Source: an optimization exercise on an open RTL-to-GDS flow (aim: small area and few clock cycles). Production flows keep margins and buffers that such runs may drop.
In this exercise RTL edits were held to simulation tests only and were not proved equivalent to the original.
Power and IR drop assume default switching activity.

// pals2_rsc
module pals2_rsc (
  input             clk,
  input             rst,           
  input             cmd_valid,
  input      [63:0] cmd_word,
  output            cmd_ready,
  output            rsp_valid,
  output reg  [3:0] rsp_flags,
  output reg [15:0] rsp_data,
  output reg        bus_req,
  output            bus_we,
  output      [6:0] bus_dev,
  output      [7:0] bus_addr,
  output reg  [7:0] bus_wdata,
  output      [3:0] bus_len,
  input             bus_done,
  input             bus_ack,
  input      [79:0] bus_rdata,
  input      [31:0] ms_now
);
  localparam [2:0] S_IDLE0 = 3'b000,    
                   S_IDLE1 = 3'b001,    
                   S_ZERO  = 3'b010,    
                   S_SEQ   = 3'b100,    
                   S_LAST  = 3'b101,    
                   S_ODT   = 3'b110,    
                   S_ODP   = 3'b111;    
  reg  [1:0] st_lo;
  wire [2:0] st = {bus_req, st_lo};
  reg  [3:0] sh_prox;                   
  ...
For scale: roughly 730 cells after synthesis.
Settings: LEC_CHECK=0, CAP_MARGIN=5, CORE_MARGIN=2, CORE_UTILIZATION=40, CTS_BUF_LIST=sky130_fd_sc_hd__clkbuf_8, PLACE_DENSITY=0.6, SLEW_MARGIN=5; clock period 5.0 ns.
standard.sh (not shown) runs the stock make flow with config.mk's settings and CLKGATE_MAP_FILE= SYNTH_SCRIPT=/design/flow/synth_recipe.tcl, a recipe that flattens the netlist after the stock synthesis.
==> flow/flow/run.sh <==
#!/bin/bash
set -euo pipefail
here=$(pwd)
# ORFS's synth.tcl, with the abc script replaced right after the preamble sets it
sed "s#^source \$::env(SCRIPTS_DIR)/synth_preamble.tcl\$#&\nset abc_args [lreplace \$abc_args 1 1 $here/flow/abc_area.script]#" \
  "$FLOW_HOME/scripts/synth.tcl" > "$here/synth_area.tcl"
grep -q "abc_area.script" "$here/synth_area.tcl"
# The standard flow's synthesis script, sourcing the copy above instead of ORFS's synth.tcl
sed "s#^source \$::env(SCRIPTS_DIR)/synth.tcl\$#source $here/synth_area.tcl#" \
  "$here/synth_recipe.tcl" > "$here/synth_top.tcl"
grep -q "synth_area.tcl" "$here/synth_top.tcl"
export BUFFER_PORTS_ARGS="-buffer_cell sky130_fd_sc_hd__buf_1"
bash standard.sh SYNTH_SCRIPT="$here/synth_top.tcl" finish > "$here/standard.log" 2>&1
==> flow/flow/abc_area.script <==
strash
&get -n
&fraig -x
&put
scorr
dc2
dretime
strash
&get -n
&deepsyn -T 60
&put
&get -n
&dch -f
&nf
&put
Testbench counts at the start, summed over its fixed seeds: cycles 22,592.
Next try:
CAP_MARGIN = 20   (was 5)
CTS_BUF_LIST = default   (was sky130_fd_sc_hd__clkbuf_8)
SLEW_MARGIN = 20   (was 5)
Worst setup slack gets worse by 0.044 ns.
Non-clock buffer count is unchanged.
Design area increases by about 2%.
Routed wire length rose by 0.68%.
Count of clock-buffer cells in the layout goes up by 2.
Sequential power stays flat.
Register-to-register slack barely changes.
Next try:
CTS_BUF_LIST = sky130_fd_sc_hd__clkbuf_8   (was default)
CTS_CLUSTER_DIAMETER = 100   (was default)
CTS_CLUSTER_SIZE = 30   (was default)
Effect: Worst setup slack gets better by 0.044 ns; die area is unchanged; synthesized cell count does not change; clock power shrinks by about 27%.
Next try:
CTS_CLUSTER_DIAMETER = default   (was 100)
CTS_CLUSTER_SIZE = default   (was 30)
The new run finished clean.
Via count stays the same.
Core utilization is unchanged.
Final area stays the same.
Wire length is unchanged.
Synthesized area stays the same.
Sequential power stays flat.
Sequential cell count is unchanged.
Total power does not change.
Global-route usage is unchanged.

========
Another version of the RTL of pals2_rsc (not shown whole).
For scale: roughly 150 flip-flops, about 230 I/O pins.
==> flow/config.mk <==
export PLATFORM = sky130hd
export DESIGN_NAME = pals2_rsc
export DESIGN_NICKNAME = pals2_rsc
export VERILOG_FILES = /design/flow/design.v
export SDC_FILE = /design/flow/constraint.sdc
export NUM_CORES = 4
export LEC_CHECK = 0
export CAP_MARGIN = 20
export CORE_MARGIN = 2
export CORE_UTILIZATION = 40
export PLACE_DENSITY = 0.6
export SLEW_MARGIN = 20
==> flow/constraint.sdc <==
create_clock -name core_clock -period 5.0 [get_ports {clk}]
set_input_delay 1.0000 -clock core_clock [delete_from_list [all_inputs] [get_ports {clk}]]
set_output_delay 1.0000 -clock core_clock [all_outputs]
set_load 0.01 [all_outputs]
==> flow/flow/run.sh <==
#!/bin/bash
# Standard layout, with the port buffers made from the smallest buffer cell.
set -euo pipefail
export BUFFER_PORTS_ARGS="-buffer_cell sky130_fd_sc_hd__buf_1"
bash standard.sh finish > standard.log 2>&1
Testbench counts at the start, summed over its fixed seeds: cycles 22,592.
Edit:
==> flow/run.sh (new file) <==
#!/bin/bash
# synth_recipe.tcl (not shown) runs the flow's synth.tcl, then flattens the netlist and writes it again
# the make line also repeats each setting of config.mk as NAME=value (left out here)
make -C /OpenROAD-flow-scripts/flow DESIGN_CONFIG=/design/flow/config.mk WORK_HOME=/design/flow/orfs CLKGATE_MAP_FILE= SYNTH_SCRIPT=/design/flow/synth_recipe.tcl finish
removed: flow/flow/run.sh
removed: flow/standard.sh
What happened: Register-to-register slack stays flat. Power climbs by a few percent. Fmax came out lower by a little under a tenth. Clock power barely changes. Clock skew came out lower by 0.0068 ns. Non-clock buffer count goes up by 18. Via count increases by a few percent. Sequential power barely changes. Final cell count rises slightly. Design area went up by about a fifth. Core utilization grows by 6.8 points.

[what the ideal ports hide]
Ports are ideal in the flow. The routed layouts listed here were re-timed in OpenROAD.
Step 1 (the two cells are an assumption about what drives the block):
set clk [get_ports {clk}]
set_driving_cell -lib_cell sky130_fd_sc_hd__clkbuf_16 $clk
set_driving_cell -lib_cell sky130_fd_sc_hd__buf_2 [delete_from_list [all_inputs] $clk]
Step 2 also shifts input and output timing later by t, the mid clock arrival at the registers, as if the neighbouring blocks saw the same clock.
a / b / c = no drivers / after step 1 / after step 2; a / b = the first two.
run | t, ns | slack for setup (ns) | worst register clock-pin slew, ns | worst slew at a driven data input, ns
the first run of note 1 | 0.484 | 0.937 / 0.944 / 0.459 | 0.09 / 0.09 | 0.06
the second run of note 1 | 0.466 | 0.893 / 0.905 / 0.440 | 0.07 / 0.07 | 0.06
the third run of note 1 | 0.484 | 0.937 / 0.944 / 0.459 | 0.09 / 0.09 | 0.06
the fourth run of note 1 | 0.484 | 0.937 / 0.944 / 0.459 | 0.09 / 0.09 | 0.06
the first run of note 2 | 0.479 | 0.719 / 0.742 / 0.263 | 0.08 / 0.08 | 0.07
the second run of note 2 | 0.476 | 0.325 / 0.348 / -0.128 | 0.08 / 0.08 | 0.06
Met with ideal ports but missed after step 2: setup timing in the second run of note 2.
